This design comes from an exercise in tuning for small area, a short achievable clock period and few clock cycles on the open sky130 flow, not from production work.
At most, simulation tests tie the RTL to the original design; equivalence was not proved.
For runs 1 and 2, only the layout was checked, not whether the RTL still works.
No activity file was given, so power comes from the tool's default toggle rates.

==> design/flow/design.v <==
module pvc_sram_exerciser (
    input  wire        clk,
    input  wire        rst,
    input  wire        start,
    input  wire [2:0]  cfg_sel,
    input  wire        cfg_rw,
    input  wire        cfg_ret,
    input  wire        cfg_siz,
    output wire        busy,
    output wire        done,
    output wire        fault,
    output wire [3:0]  fault_code,
    output wire        verdict_fail,
    output reg  [31:0] fail_count,
    output wire        ev_valid,
    output wire [2:0]  ev_kind,
    output wire [31:0] ev_data,
    input  wire        ev_ready,
    input  wire        rsp_valid,
    input  wire [2:0]  rsp_nsym,
    input  wire        rsp_z,
    input  wire [7:0]  rsp_byte,
    input  wire [2:0]  rec_idx,
    output wire        rec_addr_valid,
    output wire [19:0] rec_addr,
    output wire [7:0]  rec_label,
    output reg  [1:0]  rec_kind,
    output reg  [7:0]  rec_expect,
    output wire [7:0]  rec_act_val,
    output wire [7:0]  rec_act_zmask
);
    localparam [2:0] EV_XACT = 3'd1;
    localparam [2:0] EV_TRS  = 3'd2;
    localparam [2:0] EV_IND  = 3'd3;
    localparam [7:0] NEEDLE = 8'hA5;
    localparam [2:0] PH_TRS = 3'd0;
    localparam [2:0] PH_FLT = 3'd1;
    localparam [2:0] PH_SZ0 = 3'd2;    
    localparam [2:0] PH_SZN = 3'd3;    
    localparam [2:0] PH_SZR = 3'd4;    
    localparam [2:0] PH_SW  = 3'd5;    
    localparam [2:0] PH_RET = 3'd6;    
    localparam [2:0] PH_VRD = 3'd7;
    reg        run_q, done_q, fault_q;
    reg        fcode_q;                
    reg        wt;                     
    reg [2:0]  phase;
    reg [1:0]  step;
    reg [2:0]  pat;
    reg        ind;
    reg [18:0] addr;
    reg [2:0]  sel_r;
    reg        rw_r, ret_r, siz_r;
    reg [2:0]  plab;
    reg        full;
    reg [2:0]  rec_l_q [0:7];
    reg [2:0]  rec_p_q [0:7];
    reg        rec_z_q [0:7];
    reg [7:0]  rec_v_q [0:7];
    reg [18:0] rec_a_q [0:7];
    function [7:0] pat_val;
        input [2:0] p;
        begin
            case (p)
                3'd0: pat_val = 8'hAA;
                3'd1: pat_val = 8'h55;
                3'd2: pat_val = 8'hF0;
                3'd3: pat_val = 8'h0F;
                3'd4: pat_val = 8'hCC;
                3'd5: pat_val = 8'h33;
                3'd6: pat_val = 8'hFF;
                default: pat_val = 8'h00;
            endcase
        end
    endfunction
    wire has_cs2 = ~sel_r[2] & ~sel_r[0];           
    wire m13 = |sel_r;                              
    wire m15 = sel_r[2] | sel_r[1];                 
    wire m17 = sel_r[2] | (sel_r[1] & sel_r[0]);    
    wire m18 = sel_r[2];                            
    wire [18:0] amask = {m18, m17, m15, m15, m13, m13, 13'h1FFF};
    wire at_last = &(addr | ~amask);
    wire a_hi0   = ~|addr[18:7];
    wire a_lo127 = &addr[6:0];
    wire [18:0] addr_inc = (addr + 19'd1) & amask;
    wire is_ind  = (phase == PH_SW) && (step == 2'd0);
    wire is_xact = (phase != PH_TRS) && (phase != PH_VRD) && !is_ind;
    wire nz      = full | (|fail_count[2:0]);
    reg [2:0]  lab;
    always @(*) begin
        case (phase)
            PH_FLT:  lab = {1'b0, step} + 3'd1;
            PH_SZR:  lab = 3'd4;
            PH_SW:   lab = (step == 2'd2) ? 3'd5 : (step == 2'd3) ? 3'd6 : 3'd0;
            PH_RET:  lab = 3'd7;
            default: lab = 3'd0;
        endcase
    end
    pvc_ev_dec u_ev_dec (
        .phase(phase), .step(step), .pat(pat), .ind(ind), .addr(addr),
        .has_cs2(has_cs2), .nz(nz), .ev_kind(ev_kind), .ev_data(ev_data)
    );
    wire rsp_one = rsp_valid && (rsp_nsym == 3'd1);
    wire rsp_bad = wt && rsp_valid && (rsp_nsym != 3'd1);
    assign ev_valid = run_q && (!wt || (rsp_one && phase != PH_VRD));
    wire   adv      = ev_valid && ev_ready;
    assign busy  = run_q;
    assign done  = done_q;
    assign fault = fault_q;
    assign fault_code   = {fcode_q, 2'b11, fcode_q};
    assign verdict_fail = nz;
    wire [7:0] pv = pat_val(pat);
    reg mm;
    always @(*) begin
        case (plab)
            3'd4:        mm = !rsp_z && (rsp_byte == NEEDLE);
            3'd6, 3'd7:  mm = rsp_z || (rsp_byte != pv);
            default:     mm = !rsp_z;
        endcase
    end
    wire fire   = wt && rsp_one && (plab != 3'd0) && mm;
    wire sat    = &fail_count;
    wire rec_we = fire && !full;
    wire        dec   = plab[2] & (plab[1] | ~plab[0]);
    wire [18:0] raddr = (addr - {18'd0, dec}) & amask;
    always @(posedge clk) begin
        if (rst) begin
            run_q   <= 1'b0;
            done_q  <= 1'b0;
            fault_q <= 1'b0;
            wt      <= 1'b0;
        end else if (!run_q) begin
            if (start && !fault_q) begin
                done_q <= 1'b0;
                if (cfg_sel > 3'd4) begin
                    fault_q <= 1'b1;
                    fcode_q <= 1'b0;
                end else begin
                    run_q <= 1'b1;
                end
            end
        end else begin
            if (rsp_bad) begin
                run_q   <= 1'b0;
                wt      <= 1'b0;
                fault_q <= 1'b1;
                fcode_q <= 1'b1;
            end else if (adv) begin
                wt <= is_xact;
                if (phase == PH_VRD) begin
                    run_q  <= 1'b0;
                    done_q <= 1'b1;
                end
            end else if (rsp_valid) begin
                wt <= 1'b0;
            end
        end
    end
    always @(posedge clk) begin
        if (!run_q) begin
            if (start) begin
                sel_r <= cfg_sel;
                rw_r  <= cfg_rw;
                ret_r <= cfg_ret;
                siz_r <= cfg_siz;
                phase <= PH_TRS;
                step  <= 2'd0;
                pat   <= 3'd7;
                ind   <= 1'b0;
                addr  <= 19'd0;
            end
        end else if (adv) begin
            plab <= lab;
            case (phase)
                PH_TRS, PH_FLT: begin
                    if (phase == PH_TRS && has_cs2) begin
                        phase <= PH_FLT;
                        step  <= 2'd0;
                    end else if (phase == PH_FLT && step != 2'd2) begin
                        step <= step + 2'd1;
                    end else begin
                        step <= 2'd0;
                        if (siz_r)     phase <= PH_SZ0;
                        else if (rw_r) phase <= PH_SW;
                        else           phase <= PH_VRD;
                    end
                end
                PH_SZ0: begin
                    step <= ~step;
                    if (step[0]) begin
                        addr <= addr_inc;
                        if (at_last) phase <= PH_SZN;
                    end
                end
                PH_SZN: begin
                    step <= ~step;
                    if (step[0]) begin
                        phase <= PH_SZR;
                        addr  <= addr_inc;
                    end
                end
                PH_SZR: begin
                    addr <= addr_inc;
                    if (at_last) begin
                        step  <= 2'd0;
                        phase <= rw_r ? PH_SW : PH_VRD;
                    end
                end
                PH_SW: begin
                    case (step)
                        2'd0: begin
                            step <= 2'd1;
                            ind  <= ~ind;
                            if (a_hi0) pat <= pat + 3'd1;
                        end
                        2'd1, 2'd2: step <= step + 2'd1;
                        default: begin
                            addr <= addr_inc;
                            if (at_last) begin
                                step <= 2'd0;
                                if (ret_r)             phase <= PH_RET;
                                else if (pat == 3'd7)  phase <= PH_VRD;
                            end else begin
                                step <= a_lo127 ? 2'd0 : 2'd1;
                            end
                        end
                    endcase
                end
                PH_RET: begin
                    addr <= addr_inc;
                    if (at_last) begin
                        step  <= 2'd0;
                        phase <= (pat == 3'd7) ? PH_VRD : PH_SW;
                    end
                end
                default: ;
            endcase
        end
    end
    wire [31:0] fc_ones;    
    assign fc_ones[0] = 1'b1;
    genvar g;
    generate
        for (g = 1; g < 32; g = g + 1) begin : g_ones
            assign fc_ones[g] = fc_ones[g-1] & fail_count[g-1];
        end
    endgenerate
    wire inc = fire && !sat;
    wire clr = !run_q && start;
    always @(posedge clk) begin
        fail_count <= clr ? 32'd0 : fail_count ^ (fc_ones & {32{inc}});
        full       <= !clr && (full || (inc && fc_ones[3]));
    end
    always @(posedge clk) begin
        if (run_q && rec_we) begin
            rec_l_q[fail_count[2:0]] <= plab;
            rec_p_q[fail_count[2:0]] <= pat;
            rec_z_q[fail_count[2:0]] <= rsp_z;
            rec_v_q[fail_count[2:0]] <= rsp_byte & {8{~rsp_z}};
            rec_a_q[fail_count[2:0]] <= raddr;
        end
    end
    reg [1:0] rk_d [0:7];
    reg [7:0] re_d [0:7];
    integer i;
    always @(*) begin
        for (i = 0; i < 8; i = i + 1) begin
            case (rec_l_q[i])
                3'd4: begin
                    rk_d[i] = 2'd2;
                    re_d[i] = NEEDLE;
                end
                3'd6, 3'd7: begin
                    rk_d[i] = 2'd0;
                    re_d[i] = pat_val(rec_p_q[i]);
                end
                default: begin
                    rk_d[i] = 2'd1;
                    re_d[i] = 8'd0;
                end
            endcase
        end
    end
    wire [8*41-1:0] rec_flat;
    genvar r;
    generate
        for (r = 0; r < 8; r = r + 1) begin : g_rec
            assign rec_flat[41*r +: 41] = {rec_l_q[r], rk_d[r], re_d[r], rec_z_q[r], rec_v_q[r], rec_a_q[r]};
        end
    endgenerate
    wire [40:0] rec_q;
    wire [7:0] rec_sel = 8'd1 << rec_idx;
    pvc_rec_mux u_rec_mux (.sel(rec_sel), .d(rec_flat), .q(rec_q));
    wire [2:0] r_l = rec_q[40:38];
    assign rec_label      = {5'd0, r_l};
    assign rec_addr_valid = r_l[2];
    assign rec_addr       = {1'b0, rec_q[18:0]};
    assign rec_act_val    = rec_q[26:19];
    assign rec_act_zmask  = {8{rec_q[27]}};
    always @(*) begin
        rec_kind   = rec_q[37:36];
        rec_expect = rec_q[35:28];
    end
endmodule
module pvc_rec_mux (
    input  wire [7:0]       sel,
    input  wire [8*41-1:0]  d,
    output wire [40:0]      q
);
    reg [40:0] acc;
    integer k;
    always @(*) begin
        acc = 41'd0;
        for (k = 0; k < 8; k = k + 1)
            acc = acc | (d[41*k +: 41] & {41{sel[k]}});
    end
    assign q = acc;
endmodule
module pvc_ev_dec (
    input  wire [2:0]  phase,
    input  wire [1:0]  step,
    input  wire [2:0]  pat,
    input  wire        ind,
    input  wire [18:0] addr,
    input  wire        has_cs2,
    input  wire        nz,
    output reg  [2:0]  ev_kind,
    output wire [31:0] ev_data
);
    reg        c_we, c_oe, c_cs1, c_cs2;
    reg [7:0]  d_out;
    reg [7:0]  pv;
    wire is_ind = (phase == 3'd5) && (step == 2'd0);
    always @(*) begin
        case (pat)
            3'd0: pv = 8'hAA;
            3'd1: pv = 8'h55;
            3'd2: pv = 8'hF0;
            3'd3: pv = 8'h0F;
            3'd4: pv = 8'hCC;
            3'd5: pv = 8'h33;
            3'd6: pv = 8'hFF;
            default: pv = 8'h00;
        endcase
    end
    always @(*) begin
        c_we = 1'b0; c_oe = 1'b0; c_cs1 = 1'b0; c_cs2 = 1'b0;
        d_out = 8'd0;
        ev_kind = 3'd1;
        case (phase)
            3'd0: ev_kind = 3'd2;                        
            3'd1: begin                                  
                c_we = 1'b1; c_cs1 = (step != 2'd2); c_cs2 = (step != 2'd0);
            end
            3'd2, 3'd3: begin                            
                if (step[0]) begin
                    c_we = 1'b1; c_oe = 1'b1; c_cs1 = 1'b1; c_cs2 = 1'b1;
                end else begin
                    c_oe = 1'b1;
                    d_out = (phase == 3'd3) ? 8'hA5 : 8'd0;
                end
            end
            3'd5: begin                                  
                case (step)
                    2'd0: begin
                        ev_kind = 3'd3;
                        d_out = {7'd0, ~ind};
                    end
                    2'd1: begin
                        c_oe = 1'b1;
                        d_out = pv;
                    end
                    2'd2: begin
                        c_we = 1'b1; c_oe = 1'b1; c_cs1 = 1'b1; c_cs2 = 1'b1;
                    end
                    default: c_we = 1'b1;
                endcase
            end
            3'd4, 3'd6: c_we = 1'b1;                     
            default: ev_kind = {2'b10, nz};              
        endcase
    end
    assign ev_data = {c_we, c_oe, c_cs1, c_cs2 & has_cs2, 1'b0,
                      addr[18:7] & {12{~is_ind}}, addr[6:0], d_out};
endmodule
==> design/flow/flow/run.sh <==
#!/bin/bash
# The standard layout, with plain buffers (buf_2) on the ports instead of
# the delay buffers buffer_ports picks by default. make's full output goes
# to standard.log in the work folder.
set -euo pipefail
export BUFFER_PORTS_ARGS="-buffer_cell sky130_fd_sc_hd__buf_2"
bash standard.sh finish > standard.log 2>&1
==> design/flow/standard.sh <==
#!/bin/bash
# synth_recipe.tcl (not shown) runs the flow's synth.tcl, then flattens the netlist and writes it again
# the make line also repeats each setting of config.mk as NAME=value (left out here)
make -C /OpenROAD-flow-scripts/flow DESIGN_CONFIG=/design/flow/config.mk WORK_HOME=/design/flow/orfs CLKGATE_MAP_FILE= SYNTH_SCRIPT=/design/flow/synth_recipe.tcl "${@:-finish}"
==> design/flow/config.mk <==
export PLATFORM = sky130hd
export DESIGN_NAME = pvc_sram_exerciser
export DESIGN_NICKNAME = pvc_sram_exerciser
export VERILOG_FILES = /design/flow/design.v
export SDC_FILE = /design/flow/constraint.sdc
export NUM_CORES = 4
export LEC_CHECK = 0
export CAP_MARGIN = 20
export CORE_MARGIN = 2
export CORE_UTILIZATION = 55
export CTS_BUF_LIST = sky130_fd_sc_hd__clkbuf_8
export CTS_CLUSTER_DIAMETER = 60
export CTS_CLUSTER_SIZE = 18
export SETUP_SLACK_MARGIN = 1.5
export SLEW_MARGIN = 20
export SYNTH_HIERARCHICAL = 1
==> design/flow/constraint.sdc <==
create_clock -name core_clock -period 5.0 [get_ports {clk}]
set_input_delay 1.0000 -clock core_clock [delete_from_list [all_inputs] [get_ports {clk}]]
set_output_delay 1.0000 -clock core_clock [all_outputs]
set_load 0.01 [all_outputs]
==> results of run 1 <==
[what timing repair did]
item                                    in CTS  in global routing
resized for setup                           10                 17
setup buffers                               10                 10
pin swaps                                    4                  3
endpoints found under the setup margin     316                235
cloned                                       3                  0
hold buffers                                 0                  0
[power groups by stage]
stage | clock, W | combinational, W | sequential [W]
2_1_floorplan | 0 | 0.000427 | 0.00332
3_3_place_gp | 0 | 0.000563 | 0.00336
3_5_place_dp | 0 | 0.000570 | 0.00336
4_1_cts | 0.00176 | 0.000598 | 0.00329
5_1_grt | 0.00186 | 0.000669 | 0.00329
6_report | 0.00172 | 0.000615 | 0.00328
[sequential cells by signal, summed over array words and instances, names as in the netlist]
| register | flops |
|---|---|
| addr | 19 |
| done_q | 1 |
| fail_count | 32 |
| fault_q | 1 |
| fcode_q | 1 |
| full | 1 |
| ind | 1 |
| pat | 3 |
| phase | 3 |
| plab | 3 |
| rec_a_q | 152 |
| rec_l_q | 24 |
| rec_p_q | 24 |
| rec_v_q | 64 |
| rec_z_q | 8 |
| ret_r | 1 |
| run_q | 1 |
| rw_r | 1 |
| sel_r | 3 |
| siz_r | 1 |
| step | 2 |
| wt | 1 |
[per-module statistics from Yosys, one instance, submodules excluded]
module | cell area (µm²) | flip-flops and latches | copies in the design | cells inside
pvc_ev_dec | 541 | 0 | 1 | 82
pvc_sram_exerciser | 14700 | 347 | 1 | 1122
pvc_rec_mux | 2160 | 0 | 1 | 245
[layout by cell type, fill, tap and decap left out, types with 5 or more instances in the layout]
cell type	n
a21boi_0	7
a21oi_1	53
a22oi_1	115
a22oi_2	50
a311oi_1	7
and2_1	28
and3_1	11
buf_12	6
buf_2	146
buf_4	31
buf_6	11
clkbuf_8	33
conb_1	9
dfxtp_1	37
edfxtp_1	310
ha_1	31
inv_1	73
nand2_1	90
nand2b_1	13
nand3_1	31
nand4_1	49
nor2_1	107
nor2_4	5
nor2b_1	28
nor3_1	18
nor3b_1	5
o21a_1	10
o21ai_0	46
o21ai_1	6
o22ai_1	6
o31ai_1	16
or3_1	19
or4_1	13
xnor2_1	47
xor2_1	19
[per-stage QoR]
stage,total power [W],std cells
2_1_floorplan,0.00375,1455
3_3_place_gp,0.00392,1930
3_5_place_dp,0.00393,1930
4_1_cts,0.00564,1997
5_1_grt,0.00582,2007
6_report,0.00562,2007
[how the worst max path moves through the flow]
stage,slack [ns],depth (start not counted),from,endpoint
after floorplan,1.21,8,pat[0]$_SDFFCE_PN1P_,rec_a_q[6][0]$_DFFE_PP_
after global placement,1.16,8,rsp_nsym[1],rec_a_q[0][5]$_DFFE_PP_
after detailed placement,1.09,7,rsp_z,rec_a_q[0][4]$_DFFE_PP_
after CTS,1.51,6,rec_idx[1],rec_addr[12]
after global routing,1.48,6,rec_idx[0],rec_act_zmask[2]
final,1.56,8,rec_idx[1],rec_expect[1]
[worst min-delay path, cell delays in order, from the launching register on]
cell	delay [ns]
dfxtp_1	0.33
nand2_1	0.05
mux2i_1	0.05
[final cells by class]
| type | instances | area, µm² | area share |
|---|---|---|---|
| flip-flops and latches | 347 | 10000 | 0.522 |
| multi-input cells | 938 | 6590 | 0.342 |
| repair buffers | 195 | 1210 | 0.0631 |
| well taps | 402 | 503 | 0.0261 |
| clock buffers | 33 | 454 | 0.0236 |
| inverters | 71 | 267 | 0.0138 |
| clock inverters | 21 | 183 | 0.00948 |
[kinds of logic after synthesis]
| family | share of synthesized area |
|---|---|
| adders and majority gates | 0.0259 |
| buffers and inverters | 0.0618 |
| AOI/OAI and AO/OA | 0.162 |
| xor gates and xnor gates | 0.0337 |
| DFF | 0.578 |
| muxes | 0.00173 |
| and+or+nand+nor | 0.136 |
| other | 0.000647 |
[metal layers]
layer | up-vias | GRT usage | share of wire
met4 | 2 | 0.0524 | 0.017
met3 | 54 | 0.0273 | 0.058
met5 | - | 0 | 0.00025
met2 | 418 | 0.446 | 0.48
met1 | 6003 | 0.369 | 0.44
li1 | 5725 | - | -
==> results.txt, run 1 <==
* RePlAce Congestion at 0.852
* Die Area at 33100 µm²
* First-pass GRT wire length at 66.9 mm
* Most frequent cells after synthesis: 310 x edfxtp_1, 115 x a22oi_1, 110 x nor2_1
* Tot GR Track Use at 0.262
* Worst slew margin at 0.439
* CTS Buf Count at 30
* CTS Buffer Depth at 3
* Final setup margin at 1.56 ns
* Synthesized area per cell at 12.0 µm²
* Hold Path End: fail_count[15]$_SDFF_PP0_
* Crit path time final at 3.44 ns
* Top FF cell, synth: edfxtp_1
* Max Fclk at 290 MHz
* Crit end category: output pin
* Worst-Margin Slew at 0.839 ns
* Mapped Area at 17400 µm²
* Net Sw Frac at 0.268
* Final hold violations at 0
* Worst Setup Start Kind: input port
* Post-synthesis cell count at 1449
* PortBufs at 147
* Initial Util at 0.556
* Power Density at 292 nW/µm²
* Core footprint at 31300 µm²
* Hold slack at 0.477 ns
* DRT antenna net count at 0
* Synth top area share at 0.535
* Setup CP Type: in2out
* Flop-to-flop setup slack at 1.62 ns
* Vias per cell at 6.08
* Antenna violations before repair at 1
* Clock power share at 0.306
* Layout cell share with drive strength beyond 1 at 0.221
* DR WL/cell at roughly 22 µm
* Skew-Pair Late Insertion Delay at 0.61 ns
* DIE HEIGHT at 182 µm
* Period utilisation layout at 0.689
* EDFF count, synth at 310
* Post-route cell area at 19300 µm²
* Die Span X at 182 µm
* Remaining DRCs at 0
* Static Leak at 6.75 nW
* Int Pwr at roughly 0.004 W
* CP max stage cell: nand2_1
* Drt initial violations at between 900 and 1000
* Max Slew Vio Count at 0
* Crit-path cells: buf_2, nand2_1, nor2_4, buf_12, buf_4, a22oi_1, nand4_1, buf_2
* Area after DPL at 18300 µm²
* Cell family with most CP delay: buffers and inverters
* Row cnt at 65
* RR Startpoint: addr[0]$_SDFFCE_PN0P_
* GR Overflow Total at 0
* Count leader, synth: edfxtp_1
* RSZ-0062 raised after global routing: yes
* H-tree levels at 1
* Reg2reg end: phase[0]$_SDFFCE_PN0P_
* Util after Layout at 0.615
* Fillers at 2547
* Clock skew at roughly 0.025 ns
* Post-synth cell types at 82
* Comb power frac at 0.110
* TritonRoute pass-1 iters at 5
* Final HPWL DP at 28.5 mm
* Ranking of synthesized cells by area: edfxtp_1 54%, a22oi_1 5.0%, dfxtp_1 4.3%
* Maximum vdd drop at approximately 0.24 mV
* Io pins at 157
* Hold Path Origin: fail_count[15]$_SDFF_PP0_
* # Max-Cap Violations at 0
* CTS root buffer: clkbuf_8
* Worst Path Max Fanout at 12
* Synthesis warning total at 11
* Final-stage net count at about 1600
* Largest net degree at the start of global routing at 42
* Pre-CTS setup slack at 1.09 ns
* Diode count at 0
* Depth of the worst register-to-register path at 8
* Area Growth Syn to Fin at 10.7%
* Fin Setup TNS at 0 ns
* TritonCTS clock tree: built
* Seq/Total Area, Yosys at 0.578
* WP buf/inv at 4
* CTS Sinks at 347
* HP Class: reg2reg
* Via count at 12202
* Synth area leader: edfxtp_1
* Crit-path most repeated cell: buf_2
* Clk pin slew, worst setup/hold paths at 0.09 ns
* CP peak stage delay at 0.26 ns
* Register share of total power at 0.585
* Worst Path Required at 4.00 ns
* Setup-failing EPs final at 0
* Number of global-route vias before repair at 11382
* Net switching power figure at between 0.0015 and 0.002 W
* WHS Path Cells at 2
* CP arrival at ~2.4 ns
* Detailed Route WL at around 44 mm
* Yosys reg bits at roughly 350
* Async set-reset flop share out of synthesis at 0
* Status: finished clean
==> inputs of run 2 (changes only) <==
--- a/design/flow/config.mk
+++ b/design/flow/config.mk
@@ -11,6 +11,6 @@
 export CTS_BUF_LIST = sky130_fd_sc_hd__clkbuf_8
 export CTS_CLUSTER_DIAMETER = 60
 export CTS_CLUSTER_SIZE = 18
-export SETUP_SLACK_MARGIN = 1.5
+export SETUP_SLACK_MARGIN = 1.7
 export SLEW_MARGIN = 20
 export SYNTH_HIERARCHICAL = 1
==> run 2 against run 1 <==
Total power increased by 1.8%. Worst hold slack improved by 0.015 ns. Combinational power increased by 12%. Largest power group unchanged. Global-route usage increased by 2.1 points. Synthesized area unchanged. Sequential power about the same.
==> results.txt, run 2 <==
* Status: finished clean
* Final hold violations at 0
* Static Leak at 7.23 nW
* # placed instances at 1930
* H-tree levels at 1
* EDFF count, synth at 310
* Setup CP Type: in2out
* RePlAce Congestion at 0.852
* Synth Area in XOR/XNOR at 0.0337
* Worst-Margin Slew at around 0.8 ns
* Io pins at about 160
* CTS root buffer: clkbuf_8
* CTS Sinks at about 350
* Initial Util at 0.556
* Routing usage on met2 at 0.474
* DRT antenna net count at 0
* GR Overflow Total at 0
* Synth Area in Compound Gates at 0.162
* Adder-cell share of the synthesized area at 0.0259
* Worst Path Required at 4.00 ns
* WHS Path Cells at 2
* Largest net degree at the start of global routing at 35
* Diode count at 0
* Commonest non-fill, non-tap cells in the layout: 310 x edfxtp_1, 144 x buf_2, 104 x nor2_1
* Die Span X at 182 µm
* CP arrival at 2.36 ns
* Clock skew at 0.0202 ns
* WP buf/inv at 5
* Seq/Total Area, Yosys at 0.578
* Worst Setup Start Kind: input port
* Via count at 12779
* Max reg flops at 152
* Synthesis warning total at 11
* Core footprint at between 30000 and 40000 µm²
* DR WL/cell at ~24 µm
* Setup-failing EPs final at 0
* Area Growth Syn to Fin at 16.8%
* CP peak stage delay at 0.21 ns
* Hold Path End: done_q$_SDFFE_PP0P_
* Final HPWL DP at 28.0 mm
* Filler-free cell count of the finished design at 2071
* Global Route met1 Usage at 0.395
* Die Area at about 33000 µm²
* Crit end category: output pin
* Drt initial violations at 1098
* TritonCTS clock tree: built
* RSZ-0062 raised after global routing: yes
* Ranking of synthesized cells by area: edfxtp_1 54%, a22oi_1 5.0%, dfxtp_1 4.3%
* Skew-Pair Late Insertion Delay at 0.61 ns
* Period utilisation layout at 0.672
* RR Startpoint: pat[1]$_SDFFCE_PN1P_
* Count leader, synth: edfxtp_1
* Worst Path Max Fanout at 8
* Fin Setup TNS at 0 ns
* Final setup margin at 1.64 ns
* Met3 usage in global routing at 0.0365
* Vias per cell at 6.17
* Synth top area share at 0.535
* Multi-input combinational cell area at 6840 µm²
* Crit-path cells: buf_16, nor3b_4, buf_6, buf_12, clkbuf_8, a22oi_1, nand4_1, buf_2
* Maximum vdd drop at a little under 0.2 mV
* Antenna violations before repair at 0
* Post-synth cell types at just over 80
* Flop-to-flop setup slack at approximately 1.8 ns
* Remaining DRCs at 0
* Number of global-route vias before repair at 11875
* Hold Path Origin: done_q$_SDFFE_PP0P_
* Post-Synth Simple-Gate Area at 0.136
* Mapped Area at between 15000 and 20000 µm²
* Depth of the worst register-to-register path at 11
* GR peak layer: met2
* Most frequent cells after synthesis: 310 x edfxtp_1, 115 x a22oi_1, 110 x nor2_1
* Max Slew Vio Count at 0
* Yosys reg bits at 347
* HP Class: reg2reg
* First-pass GRT wire length at 71.2 mm
* TritonRoute pass-1 iters at 6
* Fillers at 2442
* Most common cell after layout, fill and taps aside: edfxtp_1
* Worst slew margin at 0.476
* Cell family with most CP delay: buffers and inverters
* Main combinational cell family by area after synthesis: compound AO/OA/AOI/OAI gates
* Final-stage net count at between 1500 and 2000
* Post-synthesis cell count at between 1000 and 1500
* Synth area leader: edfxtp_1
* Async set-reset flop share out of synthesis at 0
* Tot GR Track Use at 0.283
* Sequential cell area at a little over 10000 µm²
* CTS Buffer Depth at 3
* CP max stage cell: nand4_1
* Reg2reg end: rec_p_q[4][2]$_DFFE_PP_
* Layout cell share with drive strength beyond 1 at 0.274
* # Max-Cap Violations at 0
* DIE HEIGHT at 182 µm
* Max Fclk at 298 MHz
* PortBufs at 147
* Clk pin slew, worst setup/hold paths at about 0.11 ns
* Synthesized area per cell at 12.0 µm²
* Mux cell area share after synthesis at 0.00173
* Power Density at roughly 280 nW/µm²
* Pre-CTS setup slack at 1.08 ns
* Util after Layout at 0.649
* Crit path time final at 3.36 ns
* Detailed Route WL at roughly 49 mm
* Row cnt at 65
* Top FF cell, synth: edfxtp_1
* CTS Buf Count at 28
-- run 2: cell types whose count changed in the layout (fill, tap and decap cells not counted), moves of 6 or more --
cell     before  now
a22oi_1     115  103
inv_2         1    7
buf_4        31   78
a22oi_2      50   62
buf_12        6   17
-- run 2: what timing repair did --
item	in CTS	in global routing
buffers inserted	39	38
hold buffers	0	0
pin swaps	12	14
setup endpoints to repair	406	309
gates resized for setup	49	59
gates cloned	10	3
-- run 2: area by class of cell --
class | instances | share of cell area
well taps | 402 | 0.0247
inverters | 71 | 0.0131
clock inverters | 22 | 0.0113
clock buffers | 29 | 0.0196
repair buffers | 260 | 0.100
flip-flops and latches | 347 | 0.495
multi-input cells | 940 | 0.336
-- run 2: worst min-delay path: cells and delay by family, from the launching register on --
kind / cells / cell delay [ns]
AO/OA/AOI/OAI: 2 / 0.13
flip-flops: 1 / 0.33
-- run 2: cell families (layout without fill, tap and decap cells) --
kind of cell / count (synthesis) / count (layout)
muxes: 3 / 3
buffers and inverters: 173 / 382
other: 3 / 9
DFF: 347 / 347
adders and majority gates: 36 / 36
AOI/OAI and AO/OA: 364 / 364
xor gates and xnor gates: 67 / 67
and+or+nand+nor: 456 / 461
-- run 2: modules after synthesis, one instance, submodules excluded --
module	flip-flops and latches	area, µm²
pvc_ev_dec	0	541
pvc_sram_exerciser	347	14700
pvc_rec_mux	0	2160
-- run 2: per-layer routing --
layer / wire length (µm) / vias to the layer above / part of all wire
li1: - / 5852 / -
met3: 2950 / 70 / 0.060
met5: 0 / - / 0
met2: 23600 / 490 / 0.48
met1: 21200 / 6367 / 0.43
met4: 1180 / 0 / 0.024
-- run 2: stage by stage --
stage	total power (W)	area, µm²	hold slack (ns)
3_5_place_dp	0.00393	18300	0.476
4_1_cts	0.00570	19700	0.498
6_report	0.00572	20300	0.492
5_1_grt	0.00592	20300	0.526
3_3_place_gp	0.00392	18300	0.461
2_1_floorplan	0.00375	17600	0.486
-- run 2: how the worst max path moves through the flow --
stage / from / cells after the start / end / slack (ns)
finish: rec_idx[2] / 8 / rec_addr[9] / 1.64
global route: rec_p_q[4][0]$_DFFE_PP_ / 7 / rec_expect[6] / 1.58
CTS: fail_count[0]$_SDFF_PP0_ / 5 / ev_kind[0] / 1.60
detailed placement: rsp_byte[5] / 6 / rec_a_q[0][1]$_DFFE_PP_ / 1.08
global placement: rsp_byte[5] / 6 / rec_l_q[0][2]$_DFFE_PP_ / 1.23
floorplan: pat[0]$_SDFFCE_PN1P_ / 8 / rec_a_q[6][0]$_DFFE_PP_ / 1.22
-- run 2: where the power goes --
| group | switching (W) | leakage (nW) | internal (W) |
|---|---|---|---|
| logic | 0.000426 | 3.78 | 0.000264 |
| registers | 0.0000585 | 3.11 | 0.00322 |
| clock network | 0.00101 | 0.347 | 0.000738 |
==> inputs of run 3 (changes only) <==
--- a/design/flow/design.v
+++ b/design/flow/design.v
@@ -54,7 +54,8 @@
     reg [2:0]  plab;
     reg        full;
     reg [2:0]  rec_l_q [0:7];
-    reg [2:0]  rec_p_q [0:7];
+    reg [3:0]  rec_h_q [0:7];     
+    reg        rec_i_q [0:7];     
     reg        rec_z_q [0:7];
     reg [7:0]  rec_v_q [0:7];
     reg [18:0] rec_a_q [0:7];
@@ -251,68 +252,74 @@
         fail_count <= clr ? 32'd0 : fail_count ^ (fc_ones & {32{inc}});
         full       <= !clr && (full || (inc && fc_ones[3]));
     end
+    wire [7:0] w_exp = (plab == 3'd4) ? NEEDLE :
+                       (plab[2] & plab[1]) ? pv : 8'd0;
+    wire       w_inv = w_exp[7:4] != w_exp[3:0];
     always @(posedge clk) begin
         if (run_q && rec_we) begin
             rec_l_q[fail_count[2:0]] <= plab;
-            rec_p_q[fail_count[2:0]] <= pat;
+            rec_h_q[fail_count[2:0]] <= w_exp[7:4];
+            rec_i_q[fail_count[2:0]] <= w_inv;
             rec_z_q[fail_count[2:0]] <= rsp_z;
             rec_v_q[fail_count[2:0]] <= rsp_byte & {8{~rsp_z}};
             rec_a_q[fail_count[2:0]] <= raddr;
         end
     end
-    reg [1:0] rk_d [0:7];
-    reg [7:0] re_d [0:7];
-    integer i;
-    always @(*) begin
-        for (i = 0; i < 8; i = i + 1) begin
-            case (rec_l_q[i])
-                3'd4: begin
-                    rk_d[i] = 2'd2;
-                    re_d[i] = NEEDLE;
-                end
-                3'd6, 3'd7: begin
-                    rk_d[i] = 2'd0;
-                    re_d[i] = pat_val(rec_p_q[i]);
-                end
-                default: begin
-                    rk_d[i] = 2'd1;
-                    re_d[i] = 8'd0;
-                end
-            endcase
-        end
-    end
-    wire [8*41-1:0] rec_flat;
+    wire [8*9-1:0]  rb_flat;
+    wire [8*14-1:0] ra_flat;
+    wire [8*13-1:0] rc_flat;
     genvar r;
     generate
         for (r = 0; r < 8; r = r + 1) begin : g_rec
-            assign rec_flat[41*r +: 41] = {rec_l_q[r], rk_d[r], re_d[r], rec_z_q[r], rec_v_q[r], rec_a_q[r]};
+            assign rb_flat[9*r +: 9]   = {rec_l_q[r], rec_h_q[r], rec_i_q[r], rec_z_q[r]};
+            assign ra_flat[14*r +: 14] = {rec_v_q[r], rec_a_q[r][18:13]};
+            assign rc_flat[13*r +: 13] = rec_a_q[r][12:0];
         end
     endgenerate
-    wire [40:0] rec_q;
-    wire [7:0] rec_sel = 8'd1 << rec_idx;
-    pvc_rec_mux u_rec_mux (.sel(rec_sel), .d(rec_flat), .q(rec_q));
-    wire [2:0] r_l = rec_q[40:38];
+    wire [7:0]  sel_b, sel_a, sel_c;
+    wire [8:0]  rb_q;
+    wire [13:0] ra_hi;
+    wire [12:0] ra_lo;
+    pvc_sel_dec u_sel_b (.idx(rec_idx), .sel(sel_b));
+    pvc_sel_dec u_sel_a (.idx(rec_idx), .sel(sel_a));
+    pvc_sel_dec u_sel_c (.idx(rec_idx), .sel(sel_c));
+    pvc_rec_mux #(.W(9))  u_mux_b (.sel(sel_b), .d(rb_flat), .q(rb_q));
+    pvc_rec_mux #(.W(14)) u_mux_a (.sel(sel_a), .d(ra_flat), .q(ra_hi));
+    pvc_rec_mux #(.W(13)) u_mux_c (.sel(sel_c), .d(rc_flat), .q(ra_lo));
+    wire [26:0] ra_q = {ra_hi, ra_lo};
+    wire [2:0] r_l = rb_q[8:6];
+    wire [3:0] r_h = rb_q[5:2];
+    wire       r_i = rb_q[1];
     assign rec_label      = {5'd0, r_l};
     assign rec_addr_valid = r_l[2];
-    assign rec_addr       = {1'b0, rec_q[18:0]};
-    assign rec_act_val    = rec_q[26:19];
-    assign rec_act_zmask  = {8{rec_q[27]}};
+    assign rec_addr       = {1'b0, ra_q[18:0]};
+    assign rec_act_val    = ra_q[26:19];
+    assign rec_act_zmask  = {8{rb_q[0]}};
     always @(*) begin
-        rec_kind   = rec_q[37:36];
-        rec_expect = rec_q[35:28];
+        rec_kind[1] = r_l[2] & ~r_l[1] & ~r_l[0];      
+        rec_kind[0] = ~r_l[2] | (~r_l[1] & r_l[0]);    
+        rec_expect  = {r_h, r_h ^ {4{r_i}}};
     end
 endmodule
-module pvc_rec_mux (
-    input  wire [7:0]       sel,
-    input  wire [8*41-1:0]  d,
-    output wire [40:0]      q
+module pvc_sel_dec (
+    input  wire [2:0] idx,
+    output wire [7:0] sel
+);
+    assign sel = 8'd1 << idx;
+endmodule
+module pvc_rec_mux #(
+    parameter W = 1
+) (
+    input  wire [7:0]     sel,
+    input  wire [8*W-1:0] d,
+    output wire [W-1:0]   q
 );
-    reg [40:0] acc;
+    reg [W-1:0] acc;
     integer k;
     always @(*) begin
-        acc = 41'd0;
+        acc = {W{1'b0}};
         for (k = 0; k < 8; k = k + 1)
-            acc = acc | (d[41*k +: 41] & {41{sel[k]}});
+            acc = acc | (d[W*k +: W] & {W{sel[k]}});
     end
     assign q = acc;
 endmodule
==> design/flow/flow/run.sh (replaced) <==
#!/bin/bash
# The standard layout, with plain buffers (buf_1) on the ports instead of
# the delay buffers buffer_ports picks by default. make's full output goes
# to standard.log in the work folder.
set -euo pipefail
export BUFFER_PORTS_ARGS="-buffer_cell sky130_fd_sc_hd__buf_1"
bash standard.sh finish > standard.log 2>&1
==> design/flow/config.mk (replaced) <==
export PLATFORM = sky130hd
export DESIGN_NAME = pvc_sram_exerciser
export DESIGN_NICKNAME = pvc_sram_exerciser
export VERILOG_FILES = /design/flow/design.v
export SDC_FILE = /design/flow/constraint.sdc
export NUM_CORES = 4
export LEC_CHECK = 0
export CAP_MARGIN = 20
export CORE_MARGIN = 2
export CORE_UTILIZATION = 70
export CTS_BUF_LIST = sky130_fd_sc_hd__clkbuf_16
export CTS_CLUSTER_DIAMETER = 100
export CTS_CLUSTER_SIZE = 25
export SETUP_SLACK_MARGIN = 1.75
export SLEW_MARGIN = 20
export SYNTH_HIERARCHICAL = 1
==> run 3 against run 2 <==
Clock-buffer cell count fell by 10. Die area fell by 27%. Sequential power rose by 5%. Critical path depth did not move. Highest routed layer unchanged.
==> results.txt, run 3 <==
* Status: finished clean
* Max Slew Vio Count at 0
* Diode count at 0
* Core footprint at 22600 µm²
* RePlAce Congestion at 0.844
* Final-stage net count at ~1500
* Worst-Margin Slew at 1.05 ns
* Final Power at 0.00573 W
* Synth top area share at 0.606
* Tot GR Track Use at 0.309
* Pre-CTS setup slack at 0.947 ns
* Yosys reg bits at 363
* Static Leak at 6.11 nW
* Remaining DRCs at 0
* Setup CP Type: in2out
* WHS Path Cells at 2
* DR WL/cell at approximately 24 µm
* Largest net degree at the start of global routing at 38
* CP peak stage delay at 0.26 ns
* Clock skew at approximately 0.018 ns
* Depth of the worst register-to-register path at 13
* Adder-cell share of the synthesized area at 0.0155
* Filler-free cell count of the finished design at 1710
* Maximum vdd drop at ~0.24 mV
* Worst Path Required at 4.00 ns
* Synthesis warning total at 11
* # Max-Cap Violations at 0
* Io pins at 157
* Area Growth Syn to Fin at 14.6%
* Synth Area in Compound Gates at 0.122
* Mapped Area at 16100 µm²
* Main combinational cell family by area after synthesis: simple AND/OR/NAND/NOR gates
* Most frequent cells after synthesis: 326 x edfxtp_1, 145 x a22oi_1, 72 x nor2_1
* Antenna violations before repair at 0
* Worst slew margin at 0.292
* CTS Buffer Depth at 3
* First-pass GRT wire length at around 57 mm
* Max reg flops at 152
* Count leader, synth: edfxtp_1
* Setup-failing EPs final at 0
* Worst Setup Start Kind: input port
* H-tree levels at 1
* Final HPWL DP at 23.0 mm
* Via count at approximately 12000
* Power Density at slightly above 300 nW/µm²
* WP buf/inv at 4
* Vias per cell at 6.78
* Cell family with most CP delay: buffers and inverters
* TritonCTS clock tree: built
* Drt initial violations at 1281
* PortBufs at approximately 150
* Skew-Pair Late Insertion Delay at 0.52 ns
* Commonest non-fill, non-tap cells in the layout: 326 x edfxtp_1, 121 x buf_1, 120 x a22oi_1
* GR Overflow Total at 0
* Final hold violations at 0
* CP arrival at 2.46 ns
* Clk pin slew, worst setup/hold paths at 0.10 ns
* Ranking of synthesized cells by area: edfxtp_1 61%, a22oi_1 6.7%, dfxtp_1 4.6%
* CTS Buf Count at 18
* Die Span X at 156 µm
* Async set-reset flop share out of synthesis at 0
* Top FF cell, synth: edfxtp_1
* Seq/Total Area, Yosys at 0.652
* Synth Area in XOR/XNOR at 0.0255
* CTS root buffer: clkbuf_16
* Mux cell area share after synthesis at 0.00248
* CP max stage cell: nand4_1
* RSZ-0062 raised after global routing: yes
* # placed instances at 1618
* Max Fclk at 289 MHz
* HP Class: reg2reg
* Final setup margin at 1.54 ns
* Most common cell after layout, fill and taps aside: edfxtp_1
* Period utilisation layout at 0.692
* Worst path depth at 8
* DRT antenna net count at 0
* Crit end category: output pin
* Fin Setup TNS at 0 ns
* Synthesized area per cell at 13.0 µm²
* TritonRoute pass-1 iters at 6
* Synth area leader: edfxtp_1
* Util after Layout at 0.817
* Crit-path cells: buf_8, buf_12, nor3b_4, buf_6, a22oi_2, nand4_1, xor2_1, buf_2
* Row cnt at 55
* Detailed Route WL at 41.1 mm
* Number of global-route vias before repair at 10049
* Crit path time final at 3.46 ns
* Hold buffer count at CTS at 0
* Die Area at 24300 µm²
* Post-synthesis cell count at 1244
* CTS Sinks at 363
* Worst Path Max Fanout at 8
* Layout cell share with drive strength beyond 1 at 0.163
* Post-Synth Simple-Gate Area at 0.136
* Post-synth cell types at 71
* DIE HEIGHT at 156 µm
* Initial Util at 0.713
* EDFF count, synth at approximately 330
[run 3: cells by family (layout without fill, tap and decap cells)]
group	Yosys count	after routing
compound gates	291	291
other cells	3	9
flops	363	363
fa+ha+maj	20	20
xor+xnor	47	47
mux	4	4
simple gates	392	397
buf+inv	124	294
[run 3: path summary, 6_finish.rpt]
check,start,end,slack (ns)
setup / recovery,rec_idx[0],rec_expect[1],1.54
hold / removal,fail_count[15]$_SDFF_PP0_,fail_count[15]$_SDFF_PP0_,0.47
setup reg to reg,pat[0]$_SDFFCE_PN1P_,rec_a_q[3][0]$_DFFE_PP_,1.84
hold reg to reg,fail_count[15]$_SDFF_PP0_,fail_count[15]$_SDFF_PP0_,0.47
[run 3: timing repair]
item / 4_1_cts / 5_1_grt
endpoints found under the hold margin: 0 / 0
resized for setup: 92 / 113
setup buffers: 14 / 33
gates cloned: 12 / 7
endpoints found under the setup margin: 368 / 415
pin swaps: 18 / 20
[run 3: modules after synthesis (local to each module, per instance), a selection]
module,flops+latches,cell area [µm²],cells inside,copies in the design
pvc_ev_dec,0,541,82,1
pvc_sel_dec,0,65.1,8,3
pvc_sram_exerciser,363,13900,934,1
[run 3: area by class of cell]
| class | count | area, µm² |
|---|---|---|
| clock buffers | 19 | 475 |
| clock inverters | 7 | 38.8 |
| fillers | 1270 | 4130 |
| inverters | 35 | 131 |
| multi-input cells | 768 | 5430 |
| flip-flops and latches | 363 | 10500 |
| well taps | 285 | 357 |
| repair buffers | 233 | 1550 |
[run 3: where the power goes]
part | internal (W) | switching, W
Combinational | 0.000263 | 0.000442
Clock | 0.000694 | 0.000897
Sequential | 0.00337 | 0.0000593
[run 3: through the flow]
step	cell area [µm²]	hold WS [ns]
2_1_floorplan	16300	0.477
5_1_grt	18500	0.494
4_1_cts	17800	0.477
3_3_place_gp	16700	0.452
6_report	18500	0.475
3_5_place_dp	16700	0.467
[run 3: tightest hold or removal path, cell delays in order (launching register included)]
cell and delay (ns):
dfxtp_1 0.34, inv_1 0.05, a21oi_1 0.05
[run 3: metal layers]
| metal | track usage | up-vias | part of all wire |
|---|---|---|---|
| met5 | 0 | - | 0 |
| met4 | 0.0791 | 0 | 0.032 |
| met3 | 0.0386 | 101 | 0.096 |
| met2 | 0.509 | 733 | 0.48 |
| met1 | 0.447 | 5636 | 0.39 |
| li1 | - | 5122 | - |
Testbench counts of run 3, summed over its fixed seeds: cycles 1,723,440.
==> inputs of run 4 (changes only) <==
--- a/design/flow/config.mk
+++ b/design/flow/config.mk
@@ -11,6 +11,6 @@
 export CTS_BUF_LIST = sky130_fd_sc_hd__clkbuf_16
 export CTS_CLUSTER_DIAMETER = 100
 export CTS_CLUSTER_SIZE = 25
-export SETUP_SLACK_MARGIN = 1.75
+export SETUP_SLACK_MARGIN = 1.65
 export SLEW_MARGIN = 20
 export SYNTH_HIERARCHICAL = 1
==> run 4 against run 3 <==
Critical endpoint is now rec_kind[1]. Total power is 0.54% lower. Largest power group unchanged. Final cell count unchanged. Register-to-register slack worse by 0.02 ns. Critical path depth shrank 1. Highest routed layer unchanged. Critical path type unchanged. Final area is 1.6% lower.
==> results.txt, run 4 <==
* Status: finished clean
* Synthesis warning total at 11
* Comb power frac at 0.116
* Period utilisation layout at 0.710
* Drt initial violations at 1307
* Clk pin slew, worst setup/hold paths at roughly 0.09 ns
* Area Growth Syn to Fin at 12.7%
* Met3 usage in global routing at 0.0400
* Skew-Pair Late Insertion Delay at roughly 0.52 ns
* RePlAce Congestion at 0.846
* Fin Setup TNS at 0 ns
* Clock skew at 0.0130 ns
* WHS Path Cells at 2
* Yosys reg bits at 363
* Final HPWL DP at 23.3 mm
* Worst slew margin at 0.329
* Depth of the worst register-to-register path at 11
* Io pins at 157
* Clock power share at 0.280
* Worst Path Max Fanout at 8
* # Max-Cap Violations at 0
* GR Overflow Total at 0
* Worst Path Required at 4.00 ns
* Static Leak at around 6 nW
* Fillers at 1359
* DR WL/cell at approximately 24 µm
* Most common cell after layout, fill and taps aside: edfxtp_1
* Hold slack at 0.476 ns
* Worst-Margin Slew at 0.996 ns
* Diode count at 0
* HP Class: reg2reg
* Crit path time final at 3.55 ns
* GR peak layer: met2
* Maximum vdd drop at 0.299 mV
* Async set-reset flop share out of synthesis at 0
* Die Area at 24300 µm²
* Top FF cell, synth: edfxtp_1
* CP arrival at 2.55 ns
* Tot GR Track Use at 0.309
* Routing usage on met2 at 0.502
* Antenna violations before repair at 0
* CTS Buffer Depth at 3
* Vias per cell at 6.70
* Net Sw Frac at 0.244
* Setup-failing EPs final at 0
* Global Route met1 Usage at 0.450
* Core footprint at around 23000 µm²
* TritonRoute pass-1 iters at 5
* Remaining DRCs at 0
* Synth top area share at 0.606
* Synth area leader: edfxtp_1
* First-pass GRT wire length at 57.5 mm
* Die Span X at 156 µm
* Detailed Route WL at about 40 mm
* Largest net degree at the start of global routing at 41
* Mapped Area at 16100 µm²
* Via count at 11465
* Count leader, synth: edfxtp_1
* Max Slew Vio Count at 0
* H-tree levels at 1
* Number of global-route vias before repair at roughly 10000
* CTS Buf Count at 18
* Final-stage net count at ~1500
* Commonest non-fill, non-tap cells in the layout: 326 x edfxtp_1, 135 x buf_1, 123 x a22oi_1
* Worst Setup Start Kind: input port
* Initial Util at 0.713
* Row cnt at between 50 and 60
* Seq/Total Area, Yosys at 0.652
* Ranking of synthesized cells by area: edfxtp_1 61%, a22oi_1 6.7%, dfxtp_1 4.6%
* TritonCTS clock tree: built
* Net switching power figure at 0.00139 W
* Post-synthesis cell count at between 1000 and 1500
* Synthesized area per cell at around 13 µm²
* Int Pwr at 0.00431 W
* DRT antenna net count at 0
* CTS Sinks at 363
* Layout cell share with drive strength beyond 1 at 0.140
* Post-synth cell types at 71
* Setup CP Type: in2out
* PortBufs at between 100 and 150
* DIE HEIGHT at 156 µm
* Final hold violations at 0
* RSZ-0062 raised after global routing: yes
* Crit end category: output pin
* CTS root buffer: clkbuf_16
* Most frequent cells after synthesis: 326 x edfxtp_1, 145 x a22oi_1, 72 x nor2_1
* Max reg flops at 152
* EDFF count, synth at between 300 and 400
* Max Fclk at 282 MHz
* Power Density at 313 nW/µm²
* Hold buffer count at CTS at 0
* Register share of total power at 0.604
## run 4: cell count changes in the layout (fill, tap and decap cells not counted), moves of 3 or more
cell       before  now
a22oi_1       120  123
ha_2            0    3
ha_4            4    1
inv_1          38   45
buf_4          55   50
clkbuf_16      23   19
a22oi_2        25   22
buf_1         121  135
buf_2           8   12
buf_6          32   20
clkbuf_2        4    0
## run 4: cell families after synthesis
group,count (synthesis),synth area share
AOI/OAI and AO/OA,291,0.122
buffers and inverters,124,0.0461
xor gates and xnor gates,47,0.0255
adders and majority gates,20,0.0155
DFF,363,0.652
muxes,4,0.00248
and+or+nand+nor,392,0.136
other,3,0.000697
## run 4: stage by stage
step	utilization	total power [W]	instance area, µm²	instances	setup WS [ns]
after floorplan	-	0.00391	16300	1250	1.40
after detailed placement	0.740	0.00408	16800	1622	1.12
final	0.804	0.00570	18200	1710	1.45
after global routing	0.804	0.00587	18200	1710	1.43
after global placement	0.740	0.00406	16800	1622	1.21
after CTS	0.776	0.00564	17600	1672	1.59
## run 4: area by class of cell
cell class | count | area, µm² | share of cell area
Inverter | 35 | 131 | 0.00722
Tap cell | 285 | 357 | 0.0196
Multi-Input combinational cell | 767 | 5300 | 0.291
Clock inverter | 13 | 57.6 | 0.00316
Clock buffer | 19 | 475 | 0.0261
Timing Repair Buffer | 228 | 1350 | 0.0740
Sequential cell | 363 | 10500 | 0.578
## run 4: final timing paths
kind | from | to | slack (ns)
setup reg to reg | pat[0]$_SDFFCE_PN1P_ | rec_a_q[1][4]$_DFFE_PP_ | 1.82
hold reg to reg | fail_count[15]$_SDFF_PP0_ | fail_count[15]$_SDFF_PP0_ | 0.48
hold / removal | fail_count[15]$_SDFF_PP0_ | fail_count[15]$_SDFF_PP0_ | 0.48
setup / recovery | rec_idx[1] | rec_kind[1] | 1.45
## run 4: timing repair
item,4_1_cts,5_1_grt
gates resized for setup,48,84
setup endpoints to repair,341,379
pin swaps,12,21
buffers inserted,13,31
gates cloned,5,6
## run 4: per-layer routing
metal	share of wire	routed length, µm
met5	0	0
met4	0.026	1040
met3	0.092	3710
met2	0.49	19500
met1	0.40	16000
## run 4: power by group through the flow
| stage | logic (W) | clock network (W) | registers (W) |
|---|---|---|---|
| floorplan | 0.000431 | 0 | 0.00347 |
| global placement | 0.000545 | 0 | 0.00351 |
| detailed placement | 0.000558 | 0 | 0.00352 |
| CTS | 0.000589 | 0.00161 | 0.00345 |
| global route | 0.000715 | 0.00170 | 0.00345 |
| finish | 0.000663 | 0.00160 | 0.00344 |
## run 4: worst max-delay path, stage by stage
cell and delay (ns):
buf_8 0.10, buf_6 0.13, and3b_2 0.29, a22oi_2 0.17
nand4_1 0.31, nor3b_4 0.35, buf_2 0.18
## run 4: per-module statistics from Yosys, one instance, submodules excluded, a selection
module | flops+latches | cell area (µm²) | cells | times used
pvc_ev_dec | 0 | 541 | 82 | 1
pvc_sel_dec | 0 | 65.1 | 8 | 3
pvc_sram_exerciser | 363 | 13900 | 934 | 1
==> inputs of run 5 (changes only) <==
--- a/design/flow/config.mk
+++ b/design/flow/config.mk
@@ -7,10 +7,10 @@
 export LEC_CHECK = 0
 export CAP_MARGIN = 20
 export CORE_MARGIN = 2
-export CORE_UTILIZATION = 70
+export CORE_UTILIZATION = 62
 export CTS_BUF_LIST = sky130_fd_sc_hd__clkbuf_16
 export CTS_CLUSTER_DIAMETER = 100
 export CTS_CLUSTER_SIZE = 25
-export SETUP_SLACK_MARGIN = 1.65
+export SETUP_SLACK_MARGIN = 1.6
 export SLEW_MARGIN = 20
 export SYNTH_HIERARCHICAL = 1
==> run 5 against run 4 <==
Sequential cell count stayed put. Highest routed layer unchanged. Worst hold slack got worse by 0.0017 ns. Worst setup slack better by 0.21 ns. Combinational power fell by 9.2%. Largest power group unchanged. Clock skew up 0.0080 ns. Sequential power hardly changed. Still clean. Global-route usage shrank 3.8 points. Critical endpoint unchanged. Final area is 2.3% lower. Final cell count increased by 1.5%.
==> results.txt, run 5 <==
* RePlAce Congestion at 0.833
* Synth top area share at 0.606
* CTS Buffer Depth at 3
* Number of global-route vias before repair at 10020
* Final-stage net count at around 1400
* Final hold violations at 0
* Die Area at 27400 µm²
* Status: finished clean
* Async set-reset flop share out of synthesis at 0
* DRT antenna net count at 0
* Adder-cell share of the synthesized area at 0.0155
* Worst Path Required at 4.00 ns
* DR WL/cell at 21.7 µm
* Post-synthesis cell count at 1244
* Clk pin slew, worst setup/hold paths at 0.09 ns
* H-tree levels at 1
* Static Leak at 5.82 nW
* Core footprint at ~26000 µm²
* Synthesized area per cell at ~13 µm²
* Vias per cell at 6.29
* Fillers at about 1900
* Layout cell share with drive strength beyond 1 at 0.101
* CTS Buf Count at 18
* Post-Synth Simple-Gate Area at 0.136
* Detailed Route WL at 37.7 mm
* CTS root buffer: clkbuf_16
* HP Class: reg2reg
* # Max-Cap Violations at 0
* Tot GR Track Use at 0.271
* Mux cell area share after synthesis at 0.00248
* Most frequent cells after synthesis: 326 x edfxtp_1, 145 x a22oi_1, 72 x nor2_1
* TritonCTS clock tree: built
* CTS Sinks at 363
* Initial Util at 0.625
* Clock skew at 0.0210 ns
* Synthesis warning total at 11
* Area after DPL at 16900 µm²
* Worst Setup Start Kind: input port
* Synth Area in XOR/XNOR at 0.0255
* TritonRoute pass-1 iters at 5
* Row cnt at just under 60
* DIE HEIGHT at 165 µm
* Power Density at between 300 and 400 nW/µm²
* Crit end category: output pin
* Setup CP Type: in2out
* Max Fclk at 300 MHz
* # placed instances at 1673
* PortBufs at 147
* Max Slew Vio Count at 0
* Io pins at 157
* Hold buffer count at CTS at 0
* Yosys reg bits at 363
* Main combinational cell family by area after synthesis: simple AND/OR/NAND/NOR gates
* Drt initial violations at 1038
* EDFF count, synth at between 300 and 400
* Ranking of synthesized cells by area: edfxtp_1 61%, a22oi_1 6.7%, dfxtp_1 4.6%
* Skew-Pair Late Insertion Delay at approximately 0.53 ns
* Period utilisation layout at 0.667
* Post-route cell area at about 18000 µm²
* Final HPWL DP at around 24 mm
* Setup-failing EPs final at 0
* Filler-free cell count of the finished design at 1735
* Fin Setup TNS at 0 ns
* Count leader, synth: edfxtp_1
* First-pass GRT wire length at between 50 and 60 mm
* Worst Path Max Fanout at 27
* Diode count at 0
* Seq/Total Area, Yosys at 0.652
* Die Span X at between 150 and 200 µm
* Area Growth Syn to Fin at 10.1%
* Post-synth cell types at between 70 and 80
* GR Overflow Total at 0
* Largest net degree at the start of global routing at 38
* Final Power at 0.00566 W
* Mapped Area at between 15000 and 20000 µm²
* Top FF cell, synth: edfxtp_1
* Commonest non-fill, non-tap cells in the layout: 326 x edfxtp_1, 142 x buf_1, 139 x a22oi_1
* Crit path time final at between 3 and 4 ns
* Worst-Margin Slew at slightly above 1 ns
* Antenna violations before repair at 0
* Maximum vdd drop at 0.275 mV
* Synth Area in Compound Gates at 0.122
* CP arrival at 2.33 ns
* Worst slew margin at 0.325
* Remaining DRCs at 0
* Via count at 10909
* Most common cell after layout, fill and taps aside: edfxtp_1
* Synth area leader: edfxtp_1
* Max reg flops at 152
* RSZ-0062 raised after global routing: no
run 5: cell types whose count changed in the layout (fill, tap and decap cells not counted), moves of 5 or more:
cell / previous run / this run
buf_12: 6 / 1
a22oi_1: 123 / 139
and3b_4: 5 / 0
nor3b_4: 7 / 1
buf_6: 20 / 6
buf_2: 12 / 1
a22oi_2: 22 / 6
buf_1: 135 / 142
run 5: worst paths after layout:
path                                    end  slack, ns                 startpoint  cells after the start
setup / recovery                rec_kind[1]       1.67                 rec_idx[0]                      6
hold / removal    fail_count[15]$_SDFF_PP0_       0.47  fail_count[15]$_SDFF_PP0_                      2
setup reg to reg   rec_a_q[4][13]$_DFFE_PP_       1.82       pat[1]$_SDFFCE_PN1P_                     11
hold reg to reg   fail_count[15]$_SDFF_PP0_       0.47  fail_count[15]$_SDFF_PP0_                      2
run 5: cells by family (layout without fill, tap and decap cells):
kind of cell,count (synthesis),after routing
other,3,9
xor gates and xnor gates,47,47
adders and majority gates,20,20
muxes,4,4
DFF,363,363
and+or+nand+nor,392,395
buffers and inverters,124,271
AOI/OAI and AO/OA,291,291
run 5: routing by layer:
metal,part of all wire,track usage,wire [µm]
met3,0.073,0.0342,2750
met1,0.43,0.395,16300
met4,0.016,0.0572,605
met5,0,0,0
met2,0.48,0.443,18000
run 5: report_power, final:
part           switching (W)  internal (W)  total [W]
Combinational       0.000399      0.000202   0.000602
Sequential         0.0000638       0.00338    0.00344
Clock               0.000916      0.000701    0.00162
Total                0.00138       0.00428    0.00566
run 5: critical path, cell delays in order:
cell and delay, ns:
buf_8 0.16, and3b_2 0.30, a22oi_1 0.21, nand4_1 0.27
nor3b_2 0.25, clkbuf_2 0.13
run 5: cell type report:
cell class / instances / area, µm² / share of cell area
clock buffer: 19 / 475 / 0.0267
inverter: 35 / 131 / 0.00739
clock inverter: 13 / 61.3 / 0.00345
tap: 335 / 419 / 0.0236
multi-input combinational: 766 / 5110 / 0.287
sequential: 363 / 10500 / 0.592
timing repair buffer: 204 / 1060 / 0.0594
run 5: what timing repair did:
item,4_1_cts,5_1_grt
gates cloned,0,4
resized for setup,16,32
buffers inserted,7,19
endpoints found under the setup margin,334,313
pin swaps,1,5
run 5: Yosys stat by module, one instance, submodules excluded, excerpt:
module	cell area, µm²	cells	times used	flip-flops and latches
pvc_ev_dec	541	82	1	0
pvc_sel_dec	65.1	8	3	0
pvc_sram_exerciser	13900	934	1	363
run 5: metrics by stage:
| stage | util | worst slack (ns) | hold slack [ns] |
|---|---|---|---|
| final | 0.688 | 1.67 | 0.475 |
| after global routing | 0.688 | 1.59 | 0.497 |
| after CTS | 0.677 | 1.59 | 0.478 |
| after detailed placement | 0.653 | 1.10 | 0.462 |
| after global placement | 0.653 | 1.14 | 0.451 |
| after floorplan | - | 1.40 | 0.477 |
==> inputs of run 6 (changes only) <==
--- a/design/flow/config.mk
+++ b/design/flow/config.mk
@@ -7,7 +7,7 @@
 export LEC_CHECK = 0
 export CAP_MARGIN = 20
 export CORE_MARGIN = 2
-export CORE_UTILIZATION = 62
+export CORE_UTILIZATION = 76
 export CTS_BUF_LIST = sky130_fd_sc_hd__clkbuf_16
 export CTS_CLUSTER_DIAMETER = 100
 export CTS_CLUSTER_SIZE = 25
==> run 6 against run 5 <==
Critical endpoint is now rec_expect[3]. Sequential cell count stayed put. Total power increased by 0.75%. Critical path depth grew 2. Clock power about the same. Sequential power hardly changed. Final cell count decreased by 3.5%. Global-route usage up 10 points. Still clean. Via count is 9.3% higher. Utilization rose by 16 points. Worst setup slack worse by 0.19 ns. Worst hold slack worse by 0.0077 ns.
==> results.txt, run 6 <==
* Status: finished clean
* Worst-Margin Slew at 1.02 ns
* Net Sw Frac at 0.247
* Setup-failing EPs final at 0
* # Max-Cap Violations at 0
* Largest net degree at the start of global routing at just over 40
* TritonCTS clock tree: built
* Drt initial violations at 1426
* Core footprint at approximately 21000 µm²
* Max Used Layer: met4
* TritonRoute pass-1 iters at 7
* Worst Setup Start Kind: input port
* Comb power frac at 0.114
* Main combinational cell family by area after synthesis: simple AND/OR/NAND/NOR gates
* Row cnt at 53
* Setup CP Type: in2out
* Power Density at 319 nW/µm²
* Met1 Wirelength at 15.3 mm
* Worst slew margin at 0.312
* # placed instances at 1608
* Vias per cell at ~7.1
* Fin Setup TNS at 0 ns
* H-tree levels at 1
* Worst Path Required at 4.00 ns
* Max Fclk at 284 MHz
* Area Growth Syn to Fin at 10.7%
* Skew-Pair Late Insertion Delay at around 0.52 ns
* Post-synth cell types at 71
* Commonest non-fill, non-tap cells in the layout: 326 x edfxtp_1, 136 x buf_1, 131 x a22oi_1
* Synthesis warning total at 11
* Ranking of synthesized cells by area: edfxtp_1 61%, a22oi_1 6.7%, dfxtp_1 4.6%
* DR WL met3 at 5.40 mm
* Crit path time final at roughly 3.5 ns
* CP arrival at 2.52 ns
* Io pins at 157
* Most common cell after layout, fill and taps aside: edfxtp_1
* Synth Area in Compound Gates at 0.122
* Synth top area share at 0.606
* GR Overflow Total at 0
* Mux cell area share after synthesis at 0.00248
* WP buf/inv at 4
* EDFF count, synth at 326
* Clk pin slew, worst setup/hold paths at 0.09 ns
* Worst Path Max Fanout at 16
* CP max stage cell: nand4_1
* DR WL/cell at 25.8 µm
* Net switching power figure at between 0.001 and 0.0015 W
* Cell family with most CP delay: buffers and inverters
* Clock skew at 0.0146 ns
* Diode count at 0
* Layout cell share with drive strength beyond 1 at 0.118
* Most frequent cells after synthesis: 326 x edfxtp_1, 145 x a22oi_1, 72 x nor2_1
* Static Leak at 5.84 nW
* Post-Synth Simple-Gate Area at 0.136
* Post-synthesis cell count at between 1000 and 1500
* Remaining DRCs at 0
* CTS Buf Count at 18
* Die Area at around 22000 µm²
* Synthesized area per cell at 13.0 µm²
* CTS root buffer: clkbuf_16
* Max Slew Vio Count at 0
* CP peak stage delay at approximately 0.27 ns
* Yosys reg bits at 363
* Detailed Route WL at 43.3 mm
* Mapped Area at 16100 µm²
* Crit-path cells: buf_4, nor3b_2, buf_4, buf_4, a22oi_1, nand4_1, xor2_1, clkbuf_2
* Period utilisation layout at 0.705
* RSZ-0062 raised after global routing: yes
* Crit-path most repeated cell: buf_4
* Adder-cell share of the synthesized area at 0.0155
* Seq/Total Area, Yosys at 0.652
* Tot GR Track Use at 0.372
* HP Class: reg2reg
* Met2 WL at about 21 mm
* Synth area leader: edfxtp_1
* Synth Area in XOR/XNOR at 0.0255
* Via count at approximately 12000
* Count leader, synth: edfxtp_1
* Filler-free cell count of the finished design at 1675
* Antenna violations before repair at 0
* Final hold violations at 0
* Die Span X at 150 µm
* Top FF cell, synth: edfxtp_1
* PortBufs at 147
* Maximum vdd drop at roughly 0.23 mV
* DRT antenna net count at 0
* Final HPWL DP at ~24 mm
* CTS Buffer Depth at 3
* Async set-reset flop share out of synthesis at 0
* Initial Util at 0.771
* Clock power share at 0.282
* Number of global-route vias before repair at roughly 11000
* CTS Sinks at between 300 and 400
* Crit end category: output pin
* Int Pwr at ~0.0043 W
* Final-stage net count at roughly 1400
* Max reg flops at 152
* First-pass GRT wire length at ~63 mm
* DIE HEIGHT at 150 µm
* RePlAce Congestion at 0.856
* Register share of total power at 0.604
## run 6: cell counts after synthesis
No cell type changed its count.
## run 6: per-layer routing
metal  vias to the layer above  global-route usage
met3                       135              0.0634
met1                      5667               0.518
met4                         0               0.125
met2                      1056               0.609
met5                         -                   0
li1                       5063                   -
## run 6: layout make-up
cell class	count	area, µm²
Clock inverter	7	38.8
Timing Repair Buffer	207	1110
Inverter	35	131
Tap cell	275	344
Clock buffer	19	475
Multi-Input combinational cell	769	5250
Fill cell	1058	3080
Sequential cell	363	10500
## run 6: final timing paths
path | depth (start not counted) | from | end | slack (ns)
setup / recovery | 8 | rec_idx[2] | rec_expect[3] | 1.48
hold reg to reg | 2 | fail_count[15]$_SDFF_PP0_ | fail_count[15]$_SDFF_PP0_ | 0.47
setup reg to reg | 9 | plab[1]$_DFFE_PP_ | rec_a_q[6][14]$_DFFE_PP_ | 1.73
hold / removal | 2 | fail_count[15]$_SDFF_PP0_ | fail_count[15]$_SDFF_PP0_ | 0.47
## run 6: Yosys stat by module, one instance, submodules excluded, excerpt
module	cells	flops+latches	cell area (µm²)	copies in the design
pvc_sel_dec	8	0	65.1	3
pvc_ev_dec	82	0	541	1
pvc_sram_exerciser	934	363	13900	1
## run 6: worst reg2reg max path: cells and delay by family, from the launching register on
| family | cells | cell delay [ns] |
|---|---|---|
| xor gates and xnor gates | 1 | 0.14 |
| adders and majority gates | 2 | 0.49 |
| buffers and inverters | 1 | 0.19 |
| DFF | 1 | 0.79 |
| and+or+nand+nor | 5 | 1.34 |
## run 6: power by group through the flow
stage,combinational [W],sequential [W],clock [W]
2_1_floorplan,0.000431,0.00347,0
3_3_place_gp,0.000537,0.00351,0
3_5_place_dp,0.000556,0.00352,0
4_1_cts,0.000596,0.00344,0.00158
5_1_grt,0.000697,0.00345,0.00168
6_report,0.000650,0.00344,0.00161
## run 6: kinds of logic after synthesis
family                     after synthesis
and+or+nand+nor                        392
muxes                                    4
xor gates and xnor gates                47
DFF                                    363
AOI/OAI and AO/OA                      291
adders and majority gates               20
other                                    3
buffers and inverters                  124
## run 6: metrics by stage
step	power [W]	util	hold WS [ns]	cell area, µm²	setup slack, ns
6_report	0.00570	0.853	0.467	17900	1.48
5_1_grt	0.00583	0.853	0.503	17900	1.40
4_1_cts	0.00562	0.840	0.469	17600	1.57
3_5_place_dp	0.00407	0.798	0.459	16700	0.926
3_3_place_gp	0.00405	0.798	0.454	16700	0.800
2_1_floorplan	0.00391	-	0.477	16200	1.40
## run 6: timing repair
| action | CTS | global route |
|---|---|---|
| resized for setup | 49 | 34 |
| pin swaps | 14 | 10 |
| buffers inserted | 16 | 17 |
| gates cloned | 6 | 2 |
| hold buffers | 0 | 0 |
| setup endpoints to repair | 346 | 352 |

[static timing again, ports no longer ideal]
Ports are ideal in the flow. The routed layouts listed here were re-timed in OpenROAD. Step 1 assumes that a clkbuf_16 drives the clock port and a buf_2 every other input. Step 2, shift: input delay + t, output delay - t, t = (earliest + latest rising clock arrival at the registers) / 2. This alone moves slack from input paths to output paths. Slacks: no drivers / after step 1 / after step 2; pairs: no drivers / after step 1.
run	shift t [ns]	setup WS [ns]	hold WS [ns]	worst setup path after step 2	worst register clock-pin slew, ns
run 1	0.647	1.557 / 1.538 / 1.329	0.477 / 0.477 / 0.477	input to register	0.11 / 0.11
run 2	0.652	1.640 / 1.579 / 1.264	0.492 / 0.492 / 0.492	input to register	0.11 / 0.11
run 3	0.564	1.541 / 1.405 / 1.405	0.475 / 0.475 / 0.475	input to output	0.10 / 0.10
run 4	0.561	1.452 / 1.400 / 1.400	0.476 / 0.476 / 0.476	input to output	0.10 / 0.10
run 5	0.561	1.666 / 1.611 / 1.313	0.475 / 0.475 / 0.475	input to register	0.10 / 0.10
run 6	0.565	1.476 / 1.444 / 1.376	0.467 / 0.467 / 0.467	input to register	0.10 / 0.10
After both steps setup and hold are still met in every run listed. For run 2, which loses most, drivers alone change the setup slack by -0.061 ns; drivers and shift together by -0.376 ns.
